From an optimization exercise on the open Yosys and OpenROAD flow, aimed at small area; shortcuts taken in it are not production practice. Where RTL was checked, it was by simulation tests only, not by an equivalence proof against the original. For run 4, only the layout was checked, not whether the RTL still works. No activity file was given, so power comes from the tool's default toggle rates.

==> design.v <==
module lc3_core (
    input  wire        clk,
    input  wire        reset,         
    output wire        mem_req,
    output wire        mem_we,
    output wire [15:0] mem_addr,
    output wire [15:0] mem_wdata,
    input  wire [15:0] mem_rdata,
    input  wire        mem_ready,
    input  wire        kbd_avail,
    input  wire [7:0]  kbd_char,
    output wire        kbd_take,
    output wire        disp_emit,
    output wire [7:0]  disp_char,
    output wire        halted,
    output wire        double_fault
);
    localparam [3:0] S_INIT  = 4'd0,    
                     S_FETCH = 4'd1,    
                     S_EX    = 4'd2,    
                     S_LDW   = 4'd3,    
                     S_PTR   = 4'd4,    
                     S_POP2  = 4'd5,    
                     S_SWAP  = 4'd6,    
                     S_ENT1  = 4'd7,    
                     S_ENT2  = 4'd8,    
                     S_VEC   = 4'd9,    
                     S_PCT   = 4'd10,   
                     S_INTW  = 4'd11,   
                     S_INT   = 4'd12,   
                     S_HALT  = 4'd13,   
                     S_DFLT  = 4'd14;   
    localparam [1:0] VK_PRIV = 2'd0, VK_TRAP = 2'd1, VK_INT = 2'd2, VK_ILL = 2'd3;
    reg [127:0] gpr;         
    reg [15:0]  pc;          
    reg [15:0]  spo;         
    reg [15:0]  ir;
    reg [15:0]  mar;
    reg [15:0]  t;
    reg [3:0]   bc;
    reg [3:0]   state;
    reg         pend;        
    reg         act;         
    reg         cy;          
    reg         acc;         
    reg [1:0]   vk;
    reg         priv;
    reg [2:0]   prio;
    reg [2:0]   nzp;
    reg         ie;
    wire first = (bc == 4'd0);
    wire last  = (bc == 4'd15);
    wire [3:0] op = ir[15:12];
    wire op_add = (op == 4'b0001);
    wire op_and = (op == 4'b0101);
    wire op_not = (op == 4'b1001);
    wire op_br  = (op == 4'b0000);
    wire op_jsr = (op == 4'b0100);
    wire op_jmp = (op == 4'b1100);
    wire op_rti = (op == 4'b1000);
    wire op_lea = (op == 4'b1110);
    wire op_mem = op[1] & ~(op[3] & op[2]);                    
    wire op_reg = (op[3:1] == 3'b011);                         
    wire op_ld  = (op[1:0] == 2'b10) & ~op[2];                 
    wire op_ind = (op[3:1] == 3'b101);                         
    wire op_st  = op[1] & op[0];                               
    wire op_opr = op_add | op_and | op_not | op_lea;           
    reg illegal;
    always @(*) begin
        case (op)
            4'b0001, 4'b0101: illegal = (ir[5] == 1'b0) && (ir[4:3] != 2'b00);
            4'b0100:          illegal = (ir[11] == 1'b0) && ((ir[10:9] != 2'b00) || (ir[5:0] != 6'd0));
            4'b1000:          illegal = (ir[11:0] != 12'd0);
            4'b1001:          illegal = (ir[5:0] != 6'b111111);
            4'b1100:          illegal = (ir[11:9] != 3'd0) || (ir[5:0] != 6'd0);
            4'b1101:          illegal = 1'b1;
            4'b1111:          illegal = (ir[11:8] != 4'd0);
            default:          illegal = 1'b0;
        endcase
    end
    wire run = act & ~pend;
    wire ex  = (state == S_EX);
    wire [2:0] ri = (ex & ~op_rti) ? ir[8:6] : 3'd6;
    wire g0 = gpr[{ri, 4'd0}];
    wire [2:0] ri2 = op_st ? ir[11:9] : ir[2:0];
    wire g2 = gpr[{ri2, 4'd0}];
    wire pc0  = pc[0];
    wire spo0 = spo[0];
    wire t0   = t[0];
    wire irbc  = bc[3] ? (bc[1] ? ir[10] : bc[0] ? ir[9] : ir[8]) : ir[bc[2:0]];
    wire imm5  = (bc > 4'd4)  ? ir[4]  : irbc;
    wire off6  = (bc > 4'd5)  ? ir[5]  : irbc;
    wire off9  = (bc > 4'd8)  ? ir[8]  : irbc;
    wire off11 = (bc > 4'd10) ? ir[10] : irbc;
    reg vbit;
    always @(*) begin
        case (vk)
            VK_TRAP: vbit = ~bc[3] & irbc;
            VK_PRIV: vbit = 1'b0;
            VK_ILL:  vbit = first;
            default: vbit = (bc == 4'd7) | (bc == 4'd8);
        endcase
    end
    reg psrbit;
    always @(*) begin
        case (bc)
            4'd0:  psrbit = nzp[0];
            4'd1:  psrbit = nzp[1];
            4'd2:  psrbit = nzp[2];
            4'd8:  psrbit = prio[0];
            4'd9:  psrbit = prio[1];
            4'd10: psrbit = prio[2];
            4'd15: psrbit = priv;
            default: psrbit = 1'b0;
        endcase
    end
    reg a, b, cin0;
    always @(*) begin
        a = 1'b0; b = 1'b0; cin0 = 1'b0;
        case (state)
            S_INIT:  a = (bc == 4'd12) | (bc == 4'd13);
            S_FETCH: begin a = pc0; cin0 = 1'b1; end
            S_EX: begin
                if (op_add | op_and)      begin a = g0; b = ir[5] ? imm5 : g2; end
                else if (op_reg)          begin a = g0; b = off6; end
                else if (op_jsr & ir[11]) begin a = pc0; b = off11; end
                else if (op_rti)          begin a = g0; cin0 = 1'b1; end
                else if (op_not | op_jsr | op_jmp) a = g0;
                else                      begin a = pc0; b = off9; end    
            end
            S_LDW, S_PTR, S_PCT: a = t0;
            S_POP2: begin a = g0; cin0 = 1'b1; end
            S_SWAP: a = spo0;
            S_ENT1: begin a = priv ? spo0 : g0; b = 1'b1; end
            S_ENT2: begin a = g0; b = 1'b1; end
            S_VEC:  a = vbit;
            default: ;
        endcase
    end
    wire ci   = first ? cin0 : cy;
    wire sum  = a ^ b ^ ci;
    wire cout = (a & b) | (a & ci) | (b & ci);
    wire res  = (ex & op_and) ? (a & b) :
                (ex & op_not) ? ~a : sum;
    wire rtest = (ex & op_mem) | (state == S_PTR);
    wire m = (state == S_ENT1) ? (first | ~a) :
             rtest             ? ((bc < 4'd9) | res) : ~res;
    wire accf = (first | acc) & m;
    wire io_page  = (mar[15:3] == 13'h1FC0) & ~mar[0];
    wire acc_kbsr = io_page & (mar[2:1] == 2'd0);
    wire acc_kbdr = io_page & (mar[2:1] == 2'd1);
    wire acc_dsr  = io_page & (mar[2:1] == 2'd2);
    wire acc_ddr  = io_page & (mar[2:1] == 2'd3);
    wire [15:0] dev_rdata = {(acc_kbsr & kbd_avail) | acc_dsr,
                             acc_kbsr & ie,
                             6'd0,
                             (acc_kbdr & kbd_avail) ? kbd_char : 8'd0};
    wire [15:0] rdata = io_page ? dev_rdata : mem_rdata;
    wire is_wr    = (state == S_ENT2) | (state == S_VEC) | (state == S_INTW);
    wire acc_done = pend & (io_page | mem_ready);
    assign mem_req   = pend & ~io_page;
    assign mem_we    = is_wr;
    assign mem_addr  = mar;
    assign mem_wdata = t;
    assign kbd_take  = pend & ~is_wr & acc_kbdr & kbd_avail;
    assign disp_emit = pend & is_wr & acc_ddr;
    assign disp_char = t[7:0];
    assign halted       = (state == S_HALT);
    assign double_fault = (state == S_DFLT);
    wire int_req  = kbd_avail & ie & ~prio[2];
    wire br_taken = (ir[11] & nzp[2]) | (ir[10] & nzp[1]) | (ir[9] & nzp[0]);
    wire legal = ~illegal;
    reg [7:0] gwe;
    reg       gwd;
    always @(*) begin
        gwe = 8'd0;
        gwd = res;
        if (run) begin
            case (state)
                S_INIT: begin gwe = 8'hFF; gwd = 1'b0; end
                S_EX: begin
                    if (op_opr & legal) gwe[ir[11:9]] = 1'b1;
                    if (op_jsr & legal) begin gwe[7] = 1'b1; gwd = pc0; end
                    if (op_rti & legal & ~priv) gwe[6] = 1'b1;
                end
                S_LDW:  gwe[ir[11:9]] = 1'b1;
                S_POP2, S_ENT1, S_ENT2: gwe[6] = 1'b1;
                S_SWAP: gwe[6] = priv;
                default: ;
            endcase
        end
    end
    wire pc_ex  = (op_br & br_taken) | ((op_jsr | op_jmp) & legal);
    wire pc_we  = run & ((state == S_INIT) | (state == S_FETCH) | (ex & pc_ex) |
                         (state == S_POP2) | (state == S_PCT));
    wire pc_d   = (state == S_POP2) ? t0 : res;
    wire spo_we = run & ((state == S_INIT) | (((state == S_SWAP) | (state == S_ENT1)) & priv));
    wire spo_d  = (state == S_INIT) ? res : g0;
    integer k;
    always @(posedge clk) begin
        for (k = 0; k < 8; k = k + 1)
            gpr[16*k +: 16] <= {gwe[k] ? gwd : gpr[16*k], gpr[16*k+1 +: 15]};
        pc  <= {pc_we ? pc_d : pc[0], pc[15:1]};
        spo <= {spo_we ? spo_d : spo[0], spo[15:1]};
    end
    wire mar_sh = ~pend;
    wire mar_d = ((state == S_FETCH) | (state == S_POP2) | (ex & op_rti)) ? a : res;
    reg  t_d;
    always @(*) begin
        case (state)
            S_ENT1:  t_d = psrbit;
            S_ENT2:  t_d = pc0;
            default: t_d = g2;
        endcase
    end
    always @(posedge clk) begin
        if (mar_sh)
            mar <= {mar_d, mar[15:1]};
        if (pend && ex)
            ir <= rdata;
        if (pend && ~is_wr)
            t <= rdata;
        else if (run)
            t <= {t_d, t[15:1]};
        cy  <= cout;
        acc <= accf;
    end
    reg [3:0] nst;
    always @(*) begin
        nst = state;
        case (state)
            S_INIT:  nst = S_FETCH;
            S_FETCH: nst = S_EX;
            S_EX: begin
                if (illegal)
                    nst = S_ENT1;
                else if (op_mem)
                    nst = (priv & accf) ? S_ENT1 : op_ind ? S_PTR : op_st ? S_INTW : S_LDW;
                else if (op_rti)
                    nst = priv ? S_ENT1 : S_POP2;
                else if (op == 4'b1111)
                    nst = (ir[7:0] == 8'h25) ? S_HALT : S_ENT1;
                else
                    nst = S_INT;
            end
            S_LDW:   nst = S_INT;
            S_PTR:   nst = (priv & accf) ? S_ENT1 : op_st ? S_INTW : S_LDW;
            S_POP2:  nst = S_SWAP;
            S_SWAP:  nst = S_INT;
            S_ENT1:  nst = accf ? S_DFLT : S_ENT2;
            S_ENT2:  nst = S_VEC;
            S_VEC:   nst = S_PCT;
            S_PCT:   nst = (vk == VK_INT) ? S_FETCH : S_INT;
            S_INT, S_INTW: nst = int_req ? S_ENT1 : S_FETCH;
            default: ;
        endcase
    end
    wire npend = (nst == S_EX) | (nst == S_LDW) | (nst == S_PTR) | (nst == S_POP2) |
                 (nst == S_SWAP) | (nst == S_ENT2) | (nst == S_VEC) | (nst == S_PCT) |
                 (nst == S_INTW);
    wire step = run & last;
    always @(posedge clk) begin
        if (reset) begin
            bc       <= 4'd0;
            state    <= S_INIT;
            pend     <= 1'b0;
            act      <= 1'b1;
            priv     <= 1'b1;
            prio     <= 3'd0;
            nzp      <= 3'b010;
            ie       <= 1'b0;
        end else begin
            bc  <= bc + 4'd1;
            act <= last | (act & ~acc_done);
            if (step) begin
                state <= nst;
                pend  <= npend;
            end else if (acc_done)
                pend <= 1'b0;
            if (acc_done && is_wr && acc_kbsr)
                ie <= t[14];
            if (acc_done && state == S_SWAP) begin
                priv <= rdata[15];
                prio <= rdata[10:8];
                nzp  <= rdata[2:0];
            end
            if (step && (state != S_ENT1) && (state != S_ENT2) && (state != S_VEC) && (state != S_PCT))
                vk <= {(state == S_INT) | (state == S_INTW) | (ex & illegal),
                       ex & (illegal | (op == 4'b1111))};
            if (step && ((ex & op_opr & legal) | (state == S_LDW)))
                nzp <= {res, accf, ~res & ~accf};
            if (step && state == S_ENT1)
                priv <= 1'b0;
            if (step && state == S_ENT2 && vk == VK_INT)
                prio <= 3'd4;
        end
    end
endmodule
==> flow/run.sh <==
#!/bin/bash
# standard layout; smallest port buffers; CTS without dummy loads
set -euo pipefail
export BUFFER_PORTS_ARGS="-buffer_cell sky130_fd_sc_hd__buf_1"
export CTS_ARGS="-sink_clustering_enable -repair_clock_nets -dont_use_dummy_load -sink_clustering_size 24 -sink_clustering_max_diameter 60 -buf_list {sky130_fd_sc_hd__clkbuf_8} -root_buf sky130_fd_sc_hd__clkbuf_8 -tree_buf sky130_fd_sc_hd__clkbuf_8"
bash standard.sh > flow_standard.log 2>&1
==> standard.sh <==
#!/bin/bash
# synth_recipe.tcl (not shown) runs the flow's synth.tcl, then flattens the netlist and writes it again
# the make line also repeats each setting of config.mk as NAME=value (left out here)
make -C /OpenROAD-flow-scripts/flow DESIGN_CONFIG=/design/flow/config.mk WORK_HOME=/design/flow/orfs CLKGATE_MAP_FILE= SYNTH_SCRIPT=/design/flow/synth_recipe.tcl "${@:-finish}"
==> config.mk <==
export PLATFORM = sky130hd
export DESIGN_NAME = lc3_core
export DESIGN_NICKNAME = lc3_core
export VERILOG_FILES = /design/flow/design.v
export SDC_FILE = /design/flow/constraint.sdc
export NUM_CORES = 4
export LEC_CHECK = 0
export ABC_AREA = 1
export CAP_MARGIN = 20
export CORE_MARGIN = 2
export CORE_UTILIZATION = 50
export SLEW_MARGIN = 20
==> constraint.sdc <==
create_clock -name core_clock -period 10.0 [get_ports {clk}]
set_input_delay 2.0000 -clock core_clock [delete_from_list [all_inputs] [get_ports {clk}]]
set_output_delay 2.0000 -clock core_clock [all_outputs]
set_load 0.01 [all_outputs]
==> out/metrics.yaml, run 1 <==
floorplan:
  pin_count: 74
  die_area_um2: 17000
  fp.dieH_um: 130
  initial_core_util: 0.507
  rows: 46
  design.core.area_um2: 15700
  die_x_um: 130
yosys:
  syn_area_um2: 7960
  syn_inst: 829
  synth_edf_count: 50
  ys_warn_count: 1
  ys_ff_latch: 230
  synth_commonest_cells: "dfxtp_1 (180), nand2_1 (170), inv_1 (100)"
  synth_top_area_frac: 0.453
  syn_avg_cell_area_um2: 9.61
  synth_flop_cell: "dfxtp_1"
  syn_nets: 867
  synth_cell_types: 47
  synth_seq_area_share: 0.641
  yosysMostFrequentCell: "dfxtp_1"
  synthTopCellsByArea: "dfxtp_1 (45%), edfxtp_1 (19%), nand2_1 (8.0%)"
  async_flop_share: 0
  synth_top_area_cell: "dfxtp_1"
global_route:
  grtUsageMet2: 0.324
  grt.busiest_layer: "met2"
  grt_pass1_wl_um: 27500
  grt_use_met3: 0.0320
  grt-ovfl-total: 0
  grt_start_max_net_pins: 25
  grtUsageTotal: 0.211
  antenna_found_initial: 0
  first_global_vias: 5263
  met1_usage: 0.303
cts:
  ctsHoldBuffers: 0
  cts.htree.levels: 1
  clkLatencyLatePin_ps: 520
  ctsResizeCount: 0
  cts_buffers: 16
  postCtsSetupBuffers: 0
  cts.sinks: 230
  cts_tree: "yes"
  cts_root_buf: "clkbuf_8"
  clk_pin_slew_ps: 110
  ctsLongestPathBuffers: 3
placement:
  dp_slack_ps: 5450
  io_buffers: 73
  globalplace.congestion: 0.961
  hpwl_um: 13500
pwr:
  max-vdd-ir-drop_mv: 0.110
  p_int_mw: 1.10
  p_comb_frac: 0.019
  leakage_nw: 3.67
  p_sw_uw: 272
  swShare: 0.198
  power.density_nw_per_um2: 159
  power.share.clock: 0.289
  power_frac_seq: 0.691
critical_path:
  r2r_slack_ps: 5910
  end_kind: "primary output"
  critPathKind: "register to primary output"
  worstSetupStartpointType: "register"
  worst_ep_arrival_time_ps: 2870
  crit_fanout: 15
  cp_data_required_time_ps: 8000
detailed_routing:
  drc_errors: 0
  viasPerCell: 5.18
  antenna_left: 0
  num_vias: 5778
  detail_route.first_pass.iterations: 7
  first_iter_violations: 443
  wl_per_cell_um: 16.1
  wirelength_um: 17900
cells_and_area:
  layout.nets: 939
  layout-drive-gt1-share: 0.0434
  fillers: 1436
  syn_to_final_growth_pct: 8.28
  antenna_cells: 0
worst_hold_path:
  min_path_type: "register to register"
timing:
  setup_viol: 0
  fmax_mhz: 205
  layout_setup_ws_ps: 5130
  worstMarginPinSlew_ps: 834
  slew-limit-headroom: 0.444
  fin_skew_ps: 75.7
  layout_min_cycle_time_ps: 4870
  slew_viol_final: 0
  grt_setup_unrepaired: "false"
  finalHoldViolations: 0
  final.setup.tns_ps: 0
  finalCritPeriodShare: 0.487
job:
  cap_violations: 0
run_status:
  status: "complete, no violations"
-- worst paths after layout --
path	cells past startpoint	end	from
worst max-delay path	7	kbd_take	mar[3]
worst min-delay path	0	pc[12]	pc[13]
worst max register to register	29	pend	bc[0]
worst min register to register	0	pc[12]	pc[13]
-- sequential cells by signal (all words and copies together) (netlist names), 2 cells and up --
register  flops
bc            4
gpr         128
ir           16
mar          16
nzp           3
pc           16
prio          3
spo          16
state         4
t            16
vk            2
-- per-stage QoR --
step / hold WS (ps) / power [mW] / utilization / cell area [um2] / std cells
after global routing: 328 / 1.43 / 0.549 / 8620 / 1115
after global placement: 310 / 0.995 / 0.535 / 8400 / 1099
after floorplan: 310 / 0.986 / - / 7960 / 829
after detailed placement: 312 / 0.996 / 0.535 / 8400 / 1099
final: 313 / 1.37 / 0.549 / 8620 / 1115
after CTS: 317 / 1.39 / 0.549 / 8620 / 1115
-- worst max-delay path: stages (launching register included) --
cell and delay, ps:
edfxtp_1 430, or4_1 510, nor4_1 190, nand2_1 400, inv_1 370, nand4_1 180
nor2_1 120, buf_1 160
-- per-layer routing --
layer  share of wire  up-vias
met1            0.48     2707
li1                -     2845
met5               0        -
met3           0.063       43
met4           0.030        0
met2            0.43      183
-- final cells by class --
| type | count | area [um2] | share of cell area |
|---|---|---|---|
| Sequential cell | 230 | 5100 | 0.592 |
| Timing Repair Buffer | 75 | 289 | 0.0335 |
| Inverter | 107 | 402 | 0.0466 |
| Tap cell | 216 | 270 | 0.0313 |
| Clock buffer | 16 | 220 | 0.0255 |
| Multi-Input combinational cell | 471 | 2340 | 0.271 |
-- layout by cell type (no fill, tap or decap), drive strengths merged, types with 2 or more instances in the layout --
cell type  instances
a211oi             4
a21oi             45
a221oi             2
a31oi             15
a41oi              2
and3               2
buf               75
clkbuf            16
clkinv             2
dfxtp            180
edfxtp            50
ha                 9
inv              105
mux2i              3
nand2            178
nand3             41
nand4              9
nor2              83
nor3               7
nor4               3
o2111ai            3
o211ai             4
o21ai             42
o22ai              4
o31ai              3
-- cell families after synthesis --
family	count (synthesis)	share of synthesized area
adder cells (fa/ha/maj)	10	0.0167
AO/OA/AOI/OAI	132	0.0982
multiplexers	3	0.00377
buffers and inverters	128	0.0655
XOR/XNOR	1	0.00110
AND/OR/NAND/NOR	325	0.174
flip-flops	230	0.641
-- power by group through the flow --
stage          logic (mW)  clock network, mW  registers [mW]
6_report           0.0265              0.397           0.949
4_1_cts            0.0264              0.418           0.949
3_5_place_dp       0.0262                  0           0.970
5_1_grt            0.0300              0.448           0.949
3_3_place_gp       0.0260                  0           0.969
2_1_floorplan      0.0181                  0           0.968
==> run 2, diff against run 1 <==
==> flow/run.sh (replaced) <==
#!/bin/bash
# standard layout; smallest port buffers; CTS without dummy loads
set -euo pipefail
export BUFFER_PORTS_ARGS="-buffer_cell sky130_fd_sc_hd__buf_1"
export CTS_ARGS="-sink_clustering_enable -repair_clock_nets -dont_use_dummy_load -sink_clustering_size 12 -sink_clustering_max_diameter 40 -buf_list {sky130_fd_sc_hd__clkbuf_4} -root_buf sky130_fd_sc_hd__clkbuf_8 -tree_buf sky130_fd_sc_hd__clkbuf_8"
bash standard.sh > flow_standard.log 2>&1
==> out/metrics.yaml, run 2 <==
run_status:
  status: "complete, no violations"
cts:
  clkLatencyLatePin_ps: 510
  ctsLongestPathBuffers: 3
  ctsResizeCount: 0
  postCtsSetupBuffers: 0
  cts_buffers: 35
  cts_root_buf: "clkbuf_8"
  ctsHoldBuffers: 0
  cts.htree.levels: 2
  cts.sinks: 230
  cts_tree: "yes"
  clk_pin_slew_ps: 90
critical_path:
  reg2reg_depth: 26
  critPathKind: "register to primary output"
  r2r_slack_ps: 5920
  rr_startpoint: "ir[13]"
  worst_ep_arrival_time_ps: 2870
  worstSetupStartpointType: "register"
  cp_data_required_time_ps: 8000
  r2r_end: "pend"
  crit_fanout: 15
  cp-startpoint: "mar[3]"
  end_kind: "primary output"
  endpoint: "kbd_take"
timing:
  setup_viol: 0
  final.setup.tns_ps: 0
  layout_min_cycle_time_ps: 4870
  fin_skew_ps: 63.8
  worstMarginPinSlew_ps: 829
  slew-limit-headroom: 0.447
  finalHoldViolations: 0
  slew_viol_final: 0
  grt_setup_unrepaired: "false"
  finalCritPeriodShare: 0.487
  fmax_mhz: 205
floorplan:
  pin_count: 74
  fp.dieH_um: 130
  rows: 46
  initial_core_util: 0.507
  die_x_um: 130
  design.core.area_um2: 15700
  die_area_um2: 17000
pwr:
  power_frac_seq: 0.661
  power.density_nw_per_um2: 165
  p_int_mw: 1.14
  p_sw_uw: 295
  power.share.clock: 0.320
  leakage_nw: 3.73
  swShare: 0.206
  p_comb_frac: 0.019
  max-vdd-ir-drop_mv: 0.108
yosys:
  synth_top_area_frac: 0.453
  synth_top_area_cell: "dfxtp_1"
  syn_area_um2: 7960
  synth_commonest_cells: "dfxtp_1 (180), nand2_1 (170), inv_1 (100)"
  synth_edf_count: 50
  ys_ff_latch: 230
  syn_inst: 829
  synth_cell_types: 47
  syn_avg_cell_area_um2: 9.61
  synth_flop_cell: "dfxtp_1"
  synthTopCellsByArea: "dfxtp_1 (45%), edfxtp_1 (19%), nand2_1 (8.0%)"
  async_flop_share: 0
  ys_warn_count: 1
  synth_seq_area_share: 0.641
  syn_nets: 867
  yosysMostFrequentCell: "dfxtp_1"
detailed_routing:
  viasPerCell: 5.19
  num_vias: 5887
  wl_per_cell_um: 16.1
  detail_route.first_pass.iterations: 6
  drc_errors: 0
  first_iter_violations: 406
  wirelength_um: 18200
  antenna_left: 0
placement:
  hpwl_um: 13500
  globalplace.congestion: 0.961
  placed_cells: 1099
  io_buffers: 73
cells_and_area:
  layout_commonest_cell: "dfxtp_1"
  fin_util: 0.553
  top_register: "gpr"
  layout.nets: 958
  register_area_um2: 5100
  largest_reg_flops: 128
  final_cells: 1134
  antenna_cells: 0
  syn_to_final_growth_pct: 9.21
  layout-drive-gt1-share: 0.0632
  most-common-layout-cells: "dfxtp_1 (180), nand2_1 (170), inv_1 (100)"
  fillers: 1443
  multi_input_area_um2: 2340
global_route:
  grt_start_max_net_pins: 24
  grtUsageTotal: 0.216
  grt_pass1_wl_um: 28000
  grt-ovfl-total: 0
  first_global_vias: 5429
  antenna_found_initial: 0
worst_hold_path:
  min_path_type: "register to register"
job:
  cap_violations: 0
-- run 2: cells by family after synthesis --
kind of cell / after synthesis / synth area share
AOI/OAI and AO/OA: 132 / 0.0982
xor gates and xnor gates: 1 / 0.00110
adders and majority gates: 10 / 0.0167
buffers and inverters: 128 / 0.0655
DFF: 230 / 0.641
muxes: 3 / 0.00377
and+or+nand+nor: 325 / 0.174
-- run 2: area by class of cell --
type                    instances  share of cell area
well taps                     216              0.0311
clock buffers                  35              0.0338
repair buffers                 75              0.0332
inverters                     107              0.0462
multi-input cells             471               0.269
flip-flops and latches        230               0.587
-- run 2: power by group through the flow --
| stage | registers (mW) | clock network [mW] | logic (mW) |
|---|---|---|---|
| floorplan | 0.968 | 0 | 0.0181 |
| global placement | 0.969 | 0 | 0.0260 |
| detailed placement | 0.970 | 0 | 0.0262 |
| CTS | 0.949 | 0.482 | 0.0264 |
| global route | 0.949 | 0.519 | 0.0300 |
| finish | 0.949 | 0.459 | 0.0266 |
-- run 2: routing by layer --
layer / track usage / routed length (um) / vias up
met4: 0.0854 / 552 / 0
met1: 0.301 / 8720 / 2744
met5: 0 / 0 / -
met3: 0.0463 / 1030 / 54
met2: 0.331 / 7930 / 195
li1: - / - / 2894
-- run 2: worst max-delay path, stage by stage, from the launching register on --
cell and delay, ps:
edfxtp_1 420, or4_1 510, nor4_1 190, nand2_1 410, inv_1 380, nand4_1 190
nor2_1 120, buf_1 160
-- run 2: worst min-delay path by stage --
| stage | from | to | slack [ps] | cells after the start |
|---|---|---|---|---|
| floorplan | gpr[1] | gpr[0] | 310 | 0 |
| global placement | gpr[101] | gpr[100] | 310 | 0 |
| detailed placement | gpr[31] | gpr[30] | 310 | 0 |
| CTS | spo[15] | spo[14] | 280 | 0 |
| global route | spo[15] | spo[14] | 280 | 0 |
| finish | spo[15] | spo[14] | 270 | 0 |
-- run 2: through the flow --
step	power, mW	hold slack, ps	cell area, um2	setup slack, ps
global placement	0.995	310	8400	5470
detailed placement	0.996	312	8400	5450
finish	1.43	274	8700	5130
floorplan	0.986	310	7960	5720
CTS	1.46	280	8700	5120
global route	1.50	276	8700	4890
==> run 3, diff against run 2 <==
==> flow/run.sh (replaced) <==
#!/bin/bash
# standard layout; smallest port buffers; CTS without dummy loads
set -euo pipefail
export BUFFER_PORTS_ARGS="-buffer_cell sky130_fd_sc_hd__buf_1"
export CTS_ARGS="-sink_clustering_enable -repair_clock_nets -dont_use_dummy_load -sink_clustering_size 22 -sink_clustering_max_diameter 70 -buf_list {sky130_fd_sc_hd__clkbuf_8} -root_buf sky130_fd_sc_hd__clkbuf_8 -tree_buf sky130_fd_sc_hd__clkbuf_8"
bash standard.sh > flow_standard.log 2>&1
==> out/metrics.yaml, run 3 <==
critical_path:
  cp_data_required_time_ps: 8000
  critPathKind: "register to primary output"
  crit_fanout: 15
  worst_ep_arrival_time_ps: 2900
  worst-path-buf-inv: 2
  cp_slowest_stage_delay_ps: 530
  timing.critical_path.cells: "or4_1 -> nor4_1 -> nand2_1 -> inv_1 -> nand4_1 -> nor2_1 -> buf_1"
  slowest_stage: "or4_1"
  worstSetupStartpointType: "register"
  end_kind: "primary output"
  crit_family: "simple AND/OR/NAND/NOR gates"
cts:
  ctsLongestPathBuffers: 3
  ctsHoldBuffers: 0
  clkLatencyLatePin_ps: 520
  cts_buffers: 15
  cts.sinks: 230
  postCtsSetupBuffers: 0
  ctsResizeCount: 0
  clk_pin_slew_ps: 110
  cts.htree.levels: 1
  cts_tree: "yes"
  cts_root_buf: "clkbuf_8"
timing:
  finalHoldViolations: 0
  layout_min_cycle_time_ps: 4900
  grt_setup_unrepaired: "false"
  fmax_mhz: 204
  worstMarginPinSlew_ps: 825
  slew-limit-headroom: 0.450
  finalCritPeriodShare: 0.490
  final.setup.tns_ps: 0
  slew_viol_final: 0
  setup_viol: 0
  fin_skew_ps: 38.1
global_route:
  grt_pass1_wl_um: 27600
  antenna_found_initial: 0
  first_global_vias: 5236
  grtUsageTotal: 0.211
  grt-ovfl-total: 0
  grt_start_max_net_pins: 24
cells_and_area:
  layout-drive-gt1-share: 0.0423
  syn_to_final_growth_pct: 8.11
  top_register: "gpr"
  register_area_um2: 5100
  most-common-layout-cells: "dfxtp_1 (180), nand2_1 (170), inv_1 (100)"
  largest_reg_flops: 128
  fillers: 1443
  antenna_cells: 0
  multi_input_area_um2: 2340
  layout.nets: 938
  fin_area_um2: 8610
  layout_commonest_cell: "dfxtp_1"
yosys:
  synth_edf_count: 50
  synth_top_area_cell: "dfxtp_1"
  synth_cell_types: 47
  synth_flop_cell: "dfxtp_1"
  synth_seq_area_share: 0.641
  synth_top_area_frac: 0.453
  async_flop_share: 0
  syn_area_um2: 7960
  yosysMostFrequentCell: "dfxtp_1"
  synthTopCellsByArea: "dfxtp_1 (45%), edfxtp_1 (19%), nand2_1 (8.0%)"
  syn_avg_cell_area_um2: 9.61
  synth_commonest_cells: "dfxtp_1 (180), nand2_1 (170), inv_1 (100)"
  syn_nets: 867
  ys_warn_count: 1
  syn_inst: 829
  ys_ff_latch: 230
floorplan:
  die_area_um2: 17000
  initial_core_util: 0.507
  die_x_um: 130
  design.core.area_um2: 15700
  rows: 46
  pin_count: 74
  fp.dieH_um: 130
job:
  cap_violations: 0
pwr:
  leakage_nw: 3.66
  max-vdd-ir-drop_mv: 0.110
  power.density_nw_per_um2: 159
run_status:
  status: "complete, no violations"
detailed_routing:
  drc_errors: 0
  wirelength_um: 18000
  first_iter_violations: 423
  viasPerCell: 5.19
  detail_route.first_pass.iterations: 5
  wl_per_cell_um: 16.2
  num_vias: 5780
  antenna_left: 0
placement:
  hpwl_um: 13500
  io_buffers: 73
  globalplace.congestion: 0.961
  dpl-instance-area_um2: 8400
worst_hold_path:
  min_path_type: "register to register"
run 3: cell counts after synthesis:
No cell type changed its count.
run 3: area by class of cell:
cell class	count	share of cell area
Inverter	107	0.0467
Tap cell	216	0.0314
Clock buffer	15	0.0240
Timing Repair Buffer	75	0.0336
Sequential cell	230	0.593
Multi-Input combinational cell	471	0.271
run 3: path summary, 6_finish.rpt:
| path | cells past startpoint | from | slack (ps) | endpoint |
|---|---|---|---|---|
| max | 7 | mar[4] | 5100 | kbd_take |
| min | 0 | pc[9] | 280 | pc[8] |
| max reg2reg | 26 | ir[13] | 5960 | pend |
| min reg2reg | 0 | pc[9] | 280 | pc[8] |
run 3: cell families after synthesis:
| kind of cell | Yosys count | synth area share |
|---|---|---|
| compound gates | 132 | 0.0982 |
| xor+xnor | 1 | 0.00110 |
| fa+ha+maj | 10 | 0.0167 |
| buf+inv | 128 | 0.0655 |
| flops | 230 | 0.641 |
| mux | 3 | 0.00377 |
| simple gates | 325 | 0.174 |
run 3: metal layers:
metal	global-route usage	vias to the layer above	share of wire
li1	-	2843	-
met1	0.302	2723	0.48
met2	0.330	176	0.44
met4	0.0639	0	0.027
met5	0	-	0
met3	0.0377	38	0.057
run 3: per-stage QoR:
stage	total power [mW]	util	setup slack [ps]	hold slack, ps	instances
2_1_floorplan	0.986	-	5720	310	829
3_3_place_gp	0.995	0.535	5470	310	1099
3_5_place_dp	0.996	0.535	5450	312	1099
4_1_cts	1.38	0.548	5080	286	1114
5_1_grt	1.42	0.548	4840	291	1114
6_report	1.37	0.548	5100	284	1114
run 3: power breakdown:
group | leakage (nW) | switching, mW | internal (mW)
sequential | 1.99 | 0.00274 | 0.946
combinational | 1.56 | 0.0171 | 0.00951
clock | 0.108 | 0.254 | 0.137
==> run 4, diff against run 3 <==
--- a/design.v
+++ b/design.v
@@ -17,17 +17,17 @@
 );
-    localparam [3:0] S_INIT  = 4'd0,    
-                     S_FETCH = 4'd1,    
-                     S_EX    = 4'd2,    
-                     S_LDW   = 4'd3,    
-                     S_PTR   = 4'd4,    
-                     S_POP2  = 4'd5,    
-                     S_SWAP  = 4'd6,    
-                     S_ENT1  = 4'd7,    
-                     S_ENT2  = 4'd8,    
-                     S_VEC   = 4'd9,    
-                     S_PCT   = 4'd10,   
-                     S_INTW  = 4'd11,   
-                     S_INT   = 4'd12,   
-                     S_HALT  = 4'd13,   
-                     S_DFLT  = 4'd14;   
+    localparam [3:0] S_INIT  = 4'd3,    
+                     S_FETCH = 4'd9,    
+                     S_EX    = 4'd13,    
+                     S_LDW   = 4'd5,    
+                     S_PTR   = 4'd7,    
+                     S_POP2  = 4'd12,    
+                     S_SWAP  = 4'd1,    
+                     S_ENT1  = 4'd8,    
+                     S_ENT2  = 4'd14,    
+                     S_VEC   = 4'd6,    
+                     S_PCT   = 4'd15,   
+                     S_INTW  = 4'd0,   
+                     S_INT   = 4'd4,   
+                     S_HALT  = 4'd11,   
+                     S_DFLT  = 4'd2;   
     localparam [1:0] VK_PRIV = 2'd0, VK_TRAP = 2'd1, VK_INT = 2'd2, VK_ILL = 2'd3;
==> flow/run.sh (replaced) <==
#!/bin/bash
# standard layout; smallest port buffers; CTS without dummy loads
set -euo pipefail
export BUFFER_PORTS_ARGS="-buffer_cell sky130_fd_sc_hd__buf_1"
export CTS_ARGS="-sink_clustering_enable -repair_clock_nets -dont_use_dummy_load -sink_clustering_size 30 -sink_clustering_max_diameter 80 -buf_list {sky130_fd_sc_hd__clkbuf_16}"
bash standard.sh > flow_standard.log 2>&1
==> out/metrics.yaml, run 4 <==
timing:
  fin_skew_ps: 49.1
  grt_setup_unrepaired: "false"
  worstMarginPinSlew_ps: 805
  final.setup.tns_ps: 0
  finalHoldViolations: 0
  layout_min_cycle_time_ps: 5130
  slew_viol_final: 0
  finalCritPeriodShare: 0.513
  setup_viol: 0
  fmax_mhz: 195
  slew-limit-headroom: 0.459
critical_path:
  rr_startpoint: "bc[0]"
  worstSetupStartpointType: "register"
  crit_fanout: 13
  reg2reg_depth: 27
  r2r_end: "pend"
  cp_data_required_time_ps: 8000
  critPathKind: "register to primary output"
  worst_ep_arrival_time_ps: 3130
  end_kind: "primary output"
  r2r_slack_ps: 5790
detailed_routing:
  wl_per_cell_um: 15.9
  drc_errors: 0
  antenna_left: 0
  first_iter_violations: 320
  num_vias: 5735
  viasPerCell: 5.16
  wirelength_um: 17700
  detail_route.first_pass.iterations: 5
placement:
  globalplace.congestion: 0.921
  io_buffers: 73
  dpl-instance-area_um2: 8480
  placed_cells: 1100
  hpwl_um: 13400
floorplan:
  rows: 46
  design.core.area_um2: 15800
  die_area_um2: 17100
  die_x_um: 131
  initial_core_util: 0.508
  fp.dieH_um: 131
  pin_count: 74
cells_and_area:
  layout_commonest_cell: "dfxtp_1"
  top_register: "gpr"
  most-common-layout-cells: "dfxtp_1 (180), nand2_1 (177), inv_1 (90)"
  syn_to_final_growth_pct: 9.15
  layout.nets: 936
  largest_reg_flops: 128
  antenna_cells: 0
  final_cells: 1112
  layout-drive-gt1-share: 0.0536
  fin_area_um2: 8780
  fin_util: 0.555
pwr:
  swShare: 0.205
  p_sw_uw: 314
  power.density_nw_per_um2: 175
  power.share.clock: 0.306
  p_int_mw: 1.22
  leakage_nw: 3.75
  power_frac_seq: 0.653
  power_mw: 1.53
  p_comb_frac: 0.041
  max-vdd-ir-drop_mv: 0.157
cts:
  ctsHoldBuffers: 0
  cts.sinks: 230
  clk_pin_slew_ps: 100
  ctsLongestPathBuffers: 3
  cts_root_buf: "clkbuf_16"
  postCtsSetupBuffers: 0
  cts_tree: "yes"
  cts_buffers: 12
  clkLatencyLatePin_ps: 480
  cts.htree.levels: 1
  ctsResizeCount: 0
worst_hold_path:
  min_from: "gpr[125]"
  min_path_type: "register to register"
  hold_end: "gpr[124]"
  whs_path_depth: 0
yosys:
  synth_edf_count: 50
  async_flop_share: 0
  ys_ff_latch: 230
  synth_top_area_cell: "dfxtp_1"
  synthTopCellsByArea: "dfxtp_1 (45%), edfxtp_1 (19%), nand2_1 (8.3%)"
  synth_flop_cell: "dfxtp_1"
  synth_commonest_cells: "dfxtp_1 (180), nand2_1 (177), inv_1 (90)"
  yosysMostFrequentCell: "dfxtp_1"
  syn_inst: 829
  synth_top_area_frac: 0.448
  ys_warn_count: 1
  syn_area_um2: 8040
  syn_nets: 867
  synth_cell_types: 46
  syn_avg_cell_area_um2: 9.70
  synth_seq_area_share: 0.635
job:
  cap_violations: 0
run_status:
  status: "complete, no violations"
global_route:
  grt_start_max_net_pins: 31
  antenna_found_initial: 0
  grt-ovfl-total: 0
  grt_pass1_wl_um: 27800
  first_global_vias: 5265
  grtUsageTotal: 0.210
-- run 4: cell types whose count changed in the layout (fill, tap and decap cells not counted), moves of 5 or more --
cell       change
inv_1         -10
clkbuf_16     +12
nand2_1        +7
clkbuf_8      -15
a22o_1         +7
o211ai_1       +5
a21oi_1        -5
nor2_1         -5
-- run 4: metal layers --
metal / track usage / vias to the layer above / wire [um]
met4: 0.0632 / 0 / 474
met3: 0.0309 / 30 / 862
li1: - / 2841 / -
met2: 0.331 / 174 / 7770
met1: 0.300 / 2690 / 8580
met5: 0 / - / 0
-- run 4: area by class of cell --
cell class / instances / area [um2]
Tap cell: 216 / 270
Timing Repair Buffer: 75 / 289
Sequential cell: 230 / 5100
Multi-Input combinational cell: 481 / 2450
Fill cell: 1441 / 7050
Inverter: 98 / 368
Clock buffer: 12 / 300
-- run 4: cells by family after synthesis --
kind of cell    after synthesis  synth area share
compound gates              120            0.0882
mux                           2           0.00249
fa+ha+maj                    10            0.0165
simple gates                348             0.196
xor+xnor                      1           0.00109
flops                       230             0.635
buf+inv                     118            0.0611
-- run 4: worst max-delay path by stage --
stage	start	endpoint	slack [ps]	cells after the start
6_report	mar[6]	kbd_take	4870	7
2_1_floorplan	kbd_avail	kbd_take	5350	4
3_3_place_gp	kbd_avail	kbd_take	4960	6
4_1_cts	mar[6]	kbd_take	4810	7
3_5_place_dp	kbd_avail	kbd_take	4940	6
5_1_grt	mar[6]	kbd_take	4560	7
-- run 4: critical path, stage by stage, from the launching register on --
cell and delay [ps]:
edfxtp_1 420, or4_1 600, nor4b_1 280, nand3b_1 470, nor4_4 560, inv_1 80
nor2_1 100, buf_1 170
-- run 4: through the flow --
step | hold WS [ps] | worst slack (ps)
finish | 324 | 4870
global placement | 310 | 4960
floorplan | 310 | 5350
global route | 332 | 4560
detailed placement | 312 | 4940
CTS | 326 | 4810
-- run 4: power by group through the flow --
stage | clock network, mW | registers (mW) | logic, mW
2_1_floorplan | 0 | 1.02 | 0.0359
3_3_place_gp | 0 | 1.02 | 0.0629
3_5_place_dp | 0 | 1.02 | 0.0632
4_1_cts | 0.489 | 1.00 | 0.0634
5_1_grt | 0.518 | 1.01 | 0.0709
6_report | 0.468 | 1.00 | 0.0631
==> run 5, diff against run 4 <==
--- a/design.v
+++ b/design.v
@@ -17,17 +17,17 @@
 );
-    localparam [3:0] S_INIT  = 4'd3,    
-                     S_FETCH = 4'd9,    
-                     S_EX    = 4'd13,    
-                     S_LDW   = 4'd5,    
-                     S_PTR   = 4'd7,    
-                     S_POP2  = 4'd12,    
-                     S_SWAP  = 4'd1,    
-                     S_ENT1  = 4'd8,    
-                     S_ENT2  = 4'd14,    
-                     S_VEC   = 4'd6,    
-                     S_PCT   = 4'd15,   
+    localparam [3:0] S_INIT  = 4'd13,    
+                     S_FETCH = 4'd1,    
+                     S_EX    = 4'd11,    
+                     S_LDW   = 4'd9,    
+                     S_PTR   = 4'd8,    
+                     S_POP2  = 4'd10,    
+                     S_SWAP  = 4'd15,    
+                     S_ENT1  = 4'd3,    
+                     S_ENT2  = 4'd12,    
+                     S_VEC   = 4'd2,    
+                     S_PCT   = 4'd5,   
                      S_INTW  = 4'd0,   
-                     S_INT   = 4'd4,   
-                     S_HALT  = 4'd11,   
-                     S_DFLT  = 4'd2;   
+                     S_INT   = 4'd14,   
+                     S_HALT  = 4'd6,   
+                     S_DFLT  = 4'd7;   
     localparam [1:0] VK_PRIV = 2'd0, VK_TRAP = 2'd1, VK_INT = 2'd2, VK_ILL = 2'd3;
@@ -89,3 +89,3 @@
     wire t0   = t[0];
-    wire irbc  = bc[3] ? (bc[1] ? ir[10] : bc[0] ? ir[9] : ir[8]) : ir[bc[2:0]];
+    wire irbc  = ir[bc];
     wire imm5  = (bc > 4'd4)  ? ir[4]  : irbc;
@@ -205,3 +205,5 @@
     end
-    wire mar_sh = ~pend;
+    wire mar_sh = run & ((state == S_FETCH) | (ex & (op_mem | op_rti)) | (state == S_PTR) |
+                         (state == S_POP2) | (state == S_ENT1) | (state == S_ENT2) |
+                         (state == S_VEC));
     wire mar_d = ((state == S_FETCH) | (state == S_POP2) | (ex & op_rti)) ? a : res;
@@ -218,5 +220,5 @@
             mar <= {mar_d, mar[15:1]};
-        if (pend && ex)
+        if (acc_done && ex)
             ir <= rdata;
-        if (pend && ~is_wr)
+        if (acc_done && ~is_wr)
             t <= rdata;
@@ -286,3 +288,3 @@
             end
-            if (step && (state != S_ENT1) && (state != S_ENT2) && (state != S_VEC) && (state != S_PCT))
+            if (step && (ex | (state == S_PTR) | (state == S_INT) | (state == S_INTW)))
                 vk <= {(state == S_INT) | (state == S_INTW) | (ex & illegal),
==> out/metrics.yaml, run 5 <==
detailed_routing:
  detail_route.first_pass.iterations: 7
  drc_errors: 0
  antenna_left: 0
  first_iter_violations: 429
  wirelength_um: 18300
  viasPerCell: 5.23
  wl_per_cell_um: 16.4
  num_vias: 5834
yosys:
  ys_ff_latch: 230
  synth_compound_area_frac: 0.107
  synth_seq_area_share: 0.635
  synth_xor_area_frac: 0
  synth_top_area_cell: "dfxtp_1"
  synth_top_area_frac: 0.448
  synth_commonest_cells: "dfxtp_1 (180), nand2_1 (142), inv_1 (99)"
  synth-simple-area-share: 0.177
  synth_top_family_by_area: "simple AND/OR/NAND/NOR gates"
  muxShareOfSynthArea: 0
  syn_avg_cell_area_um2: 9.66
  synth_cell_types: 45
  syn_area_um2: 8040
  synth_edf_count: 50
  synthTopCellsByArea: "dfxtp_1 (45%), edfxtp_1 (19%), nand2_1 (6.6%)"
  yosysMostFrequentCell: "dfxtp_1"
  syn_nets: 871
  async_flop_share: 0
  synth_flop_cell: "dfxtp_1"
  syn_inst: 833
  ys_warn_count: 1
  yosys.area_share.adder: 0.0165
cells_and_area:
  layout_commonest_cell: "dfxtp_1"
  layout.nets: 939
  most-common-layout-cells: "dfxtp_1 (180), nand2_1 (142), inv_1 (99)"
  antenna_cells: 0
  final_cells: 1115
  syn_to_final_growth_pct: 9.24
  largest_reg_flops: 128
  fillers: 1418
  layout-drive-gt1-share: 0.0523
  top_register: "gpr"
cts:
  cts_root_buf: "clkbuf_16"
  cts_buffers: 12
  cts.sinks: 230
  ctsLongestPathBuffers: 3
  postCtsSetupBuffers: 0
  ctsResizeCount: 0
  clk_pin_slew_ps: 100
  ctsHoldBuffers: 0
  cts.htree.levels: 1
  clkLatencyLatePin_ps: 490
  cts_tree: "yes"
floorplan:
  pin_count: 74
  rows: 46
  fp.dieH_um: 131
  die_x_um: 131
  design.core.area_um2: 15800
  initial_core_util: 0.508
  die_area_um2: 17100
job:
  cap_violations: 0
global_route:
  grt_start_max_net_pins: 31
  first_global_vias: 5485
  grtUsageTotal: 0.216
  grt_pass1_wl_um: 28500
  grt-ovfl-total: 0
  antenna_found_initial: 0
run_status:
  status: "complete, no violations"
placement:
  io_buffers: 73
  dp_slack_ps: 4720
  globalplace.congestion: 0.929
  placed_cells: 1103
  hpwl_um: 13900
timing:
  finalHoldViolations: 0
  finalCritPeriodShare: 0.530
  fmax_mhz: 189
  slew_viol_final: 0
  layout_setup_ws_ps: 4700
  final.setup.tns_ps: 0
  fin_skew_ps: 45.5
  worstMarginPinSlew_ps: 974
  grt_setup_unrepaired: "false"
  slew-limit-headroom: 0.346
  layout_min_cycle_time_ps: 5300
  timing.hold.ws_ps: 319
  setup_viol: 0
pwr:
  max-vdd-ir-drop_mv: 0.151
  power.density_nw_per_um2: 170
  power_mw: 1.49
  leakage_nw: 3.65
critical_path:
  cpMostUsedCell: "buf_1"
  timing.critical_path.cells: "buf_1 -> inv_1 -> nor3_1 -> nand2_1 -> nor2_1 -> buf_1"
  worst_ep_arrival_time_ps: 3300
  cp_slowest_stage_delay_ps: 750
  critPathKind: "input port to primary output"
  crit_fanout: 9
  end_kind: "primary output"
  worstSetupStartpointType: "input port"
  slowest_stage: "nor3_1"
  cp_data_required_time_ps: 8000
worst_hold_path:
  min_path_type: "register to register"
-- run 5: critical path, delay by kind of cell --
kind	cells	cell delay [ps]
and+or+nand+nor	3	980
buffers and inverters	3	320
-- run 5: layout make-up --
type	instances	area [um2]	share of cell area
Tap cell	216	270	0.0308
Timing Repair Buffer	75	289	0.0329
Sequential cell	230	5100	0.581
Multi-Input combinational cell	473	2410	0.275
Inverter	109	409	0.0466
Clock buffer	12	300	0.0342
-- run 5: path summary, 6_finish.rpt --
kind	startpoint	to	slack, ps	cells after the start
setup / recovery	kbd_avail	kbd_take	4700	6
hold / removal	spo[14]	spo[13]	320	0
setup reg to reg	ir[13]	pend	5780	23
hold reg to reg	spo[14]	spo[13]	320	0
-- run 5: through the flow --
| step | utilization | instance area, um2 |
|---|---|---|
| floorplan | - | 8040 |
| global placement | 0.536 | 8490 |
| detailed placement | 0.536 | 8490 |
| CTS | 0.555 | 8790 |
| global route | 0.555 | 8790 |
| finish | 0.555 | 8790 |
-- run 5: cell families after synthesis --
| group | Yosys count |
|---|---|
| AO/OA/AOI/OAI | 143 |
| flip-flops | 230 |
| adder cells (fa/ha/maj) | 10 |
| AND/OR/NAND/NOR | 320 |
| buffers and inverters | 130 |
-- run 5: power by group --
group / switching (mW) / internal (mW) / total (mW)
clock network: 0.259 / 0.216 / 0.475
registers: 0.00917 / 0.967 / 0.976
logic: 0.0288 / 0.0144 / 0.0432
total: 0.297 / 1.20 / 1.49
-- run 5: layer usage --
layer / track usage / wire length (um) / share of wire / vias to the layer above
met3: 0.0297 / 1130 / 0.062 / 33
met5: 0 / 0 / 0 / -
met4: 0.0795 / 502 / 0.027 / 0
met2: 0.345 / 8140 / 0.45 / 227
li1: - / - / - / 2887
met1: 0.301 / 8510 / 0.47 / 2687
==> run 6, diff against run 5 <==
==> flow/run.sh (replaced) <==
#!/bin/bash
# standard layout; smallest port buffers; CTS without dummy loads
set -euo pipefail
export BUFFER_PORTS_ARGS="-buffer_cell sky130_fd_sc_hd__buf_1"
export CTS_ARGS="-sink_clustering_enable -repair_clock_nets -dont_use_dummy_load -sink_clustering_size 40 -sink_clustering_max_diameter 60 -buf_list {sky130_fd_sc_hd__clkbuf_16}"
bash standard.sh > flow_standard.log 2>&1
--- a/config.mk
+++ b/config.mk
@@ -10,3 +10,4 @@
 export CORE_MARGIN = 2
-export CORE_UTILIZATION = 50
+export CORE_UTILIZATION = 60
+export PLACE_DENSITY = 0.8
 export SLEW_MARGIN = 20
==> out/metrics.yaml, run 6 <==
cells_and_area:
  most-common-layout-cells: "dfxtp_1 (180), nand2_1 (142), inv_1 (99)"
  final_cells: 1075
  top_register: "gpr"
  layout_commonest_cell: "dfxtp_1"
  largest_reg_flops: 128
  syn_to_final_growth_pct: 8.62
  antenna_cells: 0
  layout-drive-gt1-share: 0.0523
  layout.nets: 939
timing:
  finalHoldViolations: 0
  setup_viol: 0
  slew_viol_final: 0
  grt_setup_unrepaired: "false"
  slew-limit-headroom: 0.424
  final.setup.tns_ps: 0
  layout_min_cycle_time_ps: 5210
  fmax_mhz: 192
  fin_skew_ps: 70.5
  worstMarginPinSlew_ps: 857
  finalCritPeriodShare: 0.521
global_route:
  grt_use_met3: 0.0390
  met1_usage: 0.362
  grt_start_max_net_pins: 41
  antenna_found_initial: 0
  grt_pass1_wl_um: 27600
  grtUsageMet2: 0.381
  first_global_vias: 5324
  grtUsageTotal: 0.247
  grt-ovfl-total: 0
  grt.busiest_layer: "met2"
detailed_routing:
  num_vias: 5890
  wl_per_cell_um: 16.4
  antenna_left: 0
  first_iter_violations: 592
  viasPerCell: 5.48
  drc_errors: 0
  detail_route.first_pass.iterations: 6
  wirelength_um: 17600
yosys:
  synth_seq_area_share: 0.635
  synthTopCellsByArea: "dfxtp_1 (45%), edfxtp_1 (19%), nand2_1 (6.6%)"
  synth_edf_count: 50
  ys_ff_latch: 230
  synth_top_area_cell: "dfxtp_1"
  async_flop_share: 0
  syn_inst: 833
  synth_top_area_frac: 0.448
  synth_commonest_cells: "dfxtp_1 (180), nand2_1 (142), inv_1 (99)"
  syn_nets: 871
  yosysMostFrequentCell: "dfxtp_1"
  synth_flop_cell: "dfxtp_1"
  syn_area_um2: 8040
  ys_warn_count: 1
  synth_cell_types: 45
  syn_avg_cell_area_um2: 9.66
cts:
  ctsHoldBuffers: 0
  cts_root_buf: "clkbuf_16"
  clkLatencyLatePin_ps: 500
  cts_tree: "yes"
  cts_buffers: 12
  cts.htree.levels: 1
  ctsLongestPathBuffers: 3
  cts.sinks: 230
  ctsResizeCount: 0
  postCtsSetupBuffers: 0
  clk_pin_slew_ps: 120
critical_path:
  cpMostUsedCell: "buf_1"
  worst_ep_arrival_time_ps: 3210
  cp_slowest_stage_delay_ps: 660
  r2r_end: "pend"
  end_kind: "primary output"
  slowest_stage: "nor3_1"
  cp_data_required_time_ps: 8000
  worstSetupStartpointType: "input port"
  crit_fanout: 9
  reg2reg_depth: 23
  timing.critical_path.cells: "buf_1 -> inv_1 -> nor3_1 -> nand2_1 -> nor2_1 -> buf_1"
  r2r_slack_ps: 5790
  critPathKind: "input port to primary output"
  rr_startpoint: "ir[13]"
worst_hold_path:
  min_from: "gpr[100]"
  hold_end: "gpr[99]"
  whs_path_depth: 0
  min_path_type: "register to register"
floorplan:
  design.core.area_um2: 13200
  pin_count: 74
  fp.dieH_um: 120
  initial_core_util: 0.610
  die_x_um: 120
  die_area_um2: 14300
  rows: 42
placement:
  placed_cells: 1063
  hpwl_um: 13000
  globalplace.congestion: 0.983
  io_buffers: 73
pwr:
  power.density_nw_per_um2: 171
  max-vdd-ir-drop_mv: 0.174
  leakage_nw: 3.65
run_status:
  status: "complete, no violations"
job:
  cap_violations: 0
run 6: how the worst max path moves through the flow:
stage | start | end | slack (ps) | cells past startpoint
finish | kbd_avail | kbd_take | 4790 | 6
global route | kbd_avail | kbd_take | 4640 | 6
CTS | kbd_avail | kbd_take | 4820 | 6
detailed placement | kbd_avail | kbd_take | 4830 | 6
global placement | kbd_avail | kbd_take | 4860 | 6
floorplan | kbd_avail | kbd_take | 5160 | 4
run 6: per-stage QoR:
stage | worst slack (ps) | hold WS, ps | power (mW) | cell area, um2 | util
floorplan | 5160 | 310 | 1.02 | 8040 | -
global placement | 4860 | 310 | 1.04 | 8440 | 0.640
detailed placement | 4830 | 312 | 1.04 | 8440 | 0.640
CTS | 4820 | 289 | 1.50 | 8740 | 0.662
global route | 4640 | 305 | 1.55 | 8740 | 0.662
finish | 4790 | 284 | 1.50 | 8740 | 0.662
run 6: cell families (layout without fill, tap and decap cells):
group | Yosys count | count (layout) | synth area share
and+or+nand+nor | 320 | 320 | 0.177
AOI/OAI and AO/OA | 143 | 143 | 0.107
buffers and inverters | 130 | 196 | 0.0653
adders and majority gates | 10 | 10 | 0.0165
DFF | 230 | 230 | 0.635
run 6: power breakdown:
group,switching (mW),internal (mW)
Sequential,0.00922,0.967
Clock,0.261,0.216
Combinational,0.0294,0.0143
run 6: layout make-up:
| class | count | area, um2 |
|---|---|---|
| sequential | 230 | 5100 |
| inverter | 109 | 409 |
| clock buffer | 12 | 300 |
| tap | 176 | 220 |
| fill | 1061 | 4450 |
| timing repair buffer | 75 | 289 |
| multi-input combinational | 473 | 2410 |
run 6: critical path: cells and delay by family:
family | cells | cell delay (ps)
and+or+nand+nor | 3 | 900
buffers and inverters | 3 | 310
run 6: per-layer routing:
metal	wire, um	vias up	share of wire
met3	1230	39	0.070
met1	8240	2739	0.47
li1	-	2891	-
met5	0	-	0
met2	7680	221	0.44
met4	491	0	0.028

[re-timing with driven ports]
In the flow no input, the clock included, has a driving cell. The finished layouts below were timed again as built, in two steps.
Step 1 assumes that a clkbuf_16 drives the clock port and a buf_2 every other input.
Step 2 also shifts input and output timing later by t, the mid clock arrival at the registers, as if the neighbouring blocks saw the same clock.
Three values: ideal ports, drivers, drivers and shift; two values: the first two.
run | t (ns) | setup WS [ns] | worst data-port slew with drivers (ns)
run 1 | 0.522 | 5.129 / 5.092 / 5.436 | 0.03
run 2 | 0.518 | 5.129 / 5.091 / 5.422 | 0.04
run 3 | 0.532 | 5.105 / 5.069 / 5.426 | 0.04
run 4 | 0.495 | 4.867 / 4.824 / 4.917 | 0.04
run 5 | 0.506 | 4.697 / 4.673 / 4.673 | 0.03
run 6 | 0.504 | 4.795 / 4.771 / 4.771 | 0.03
After both steps every run listed still meets setup and hold.
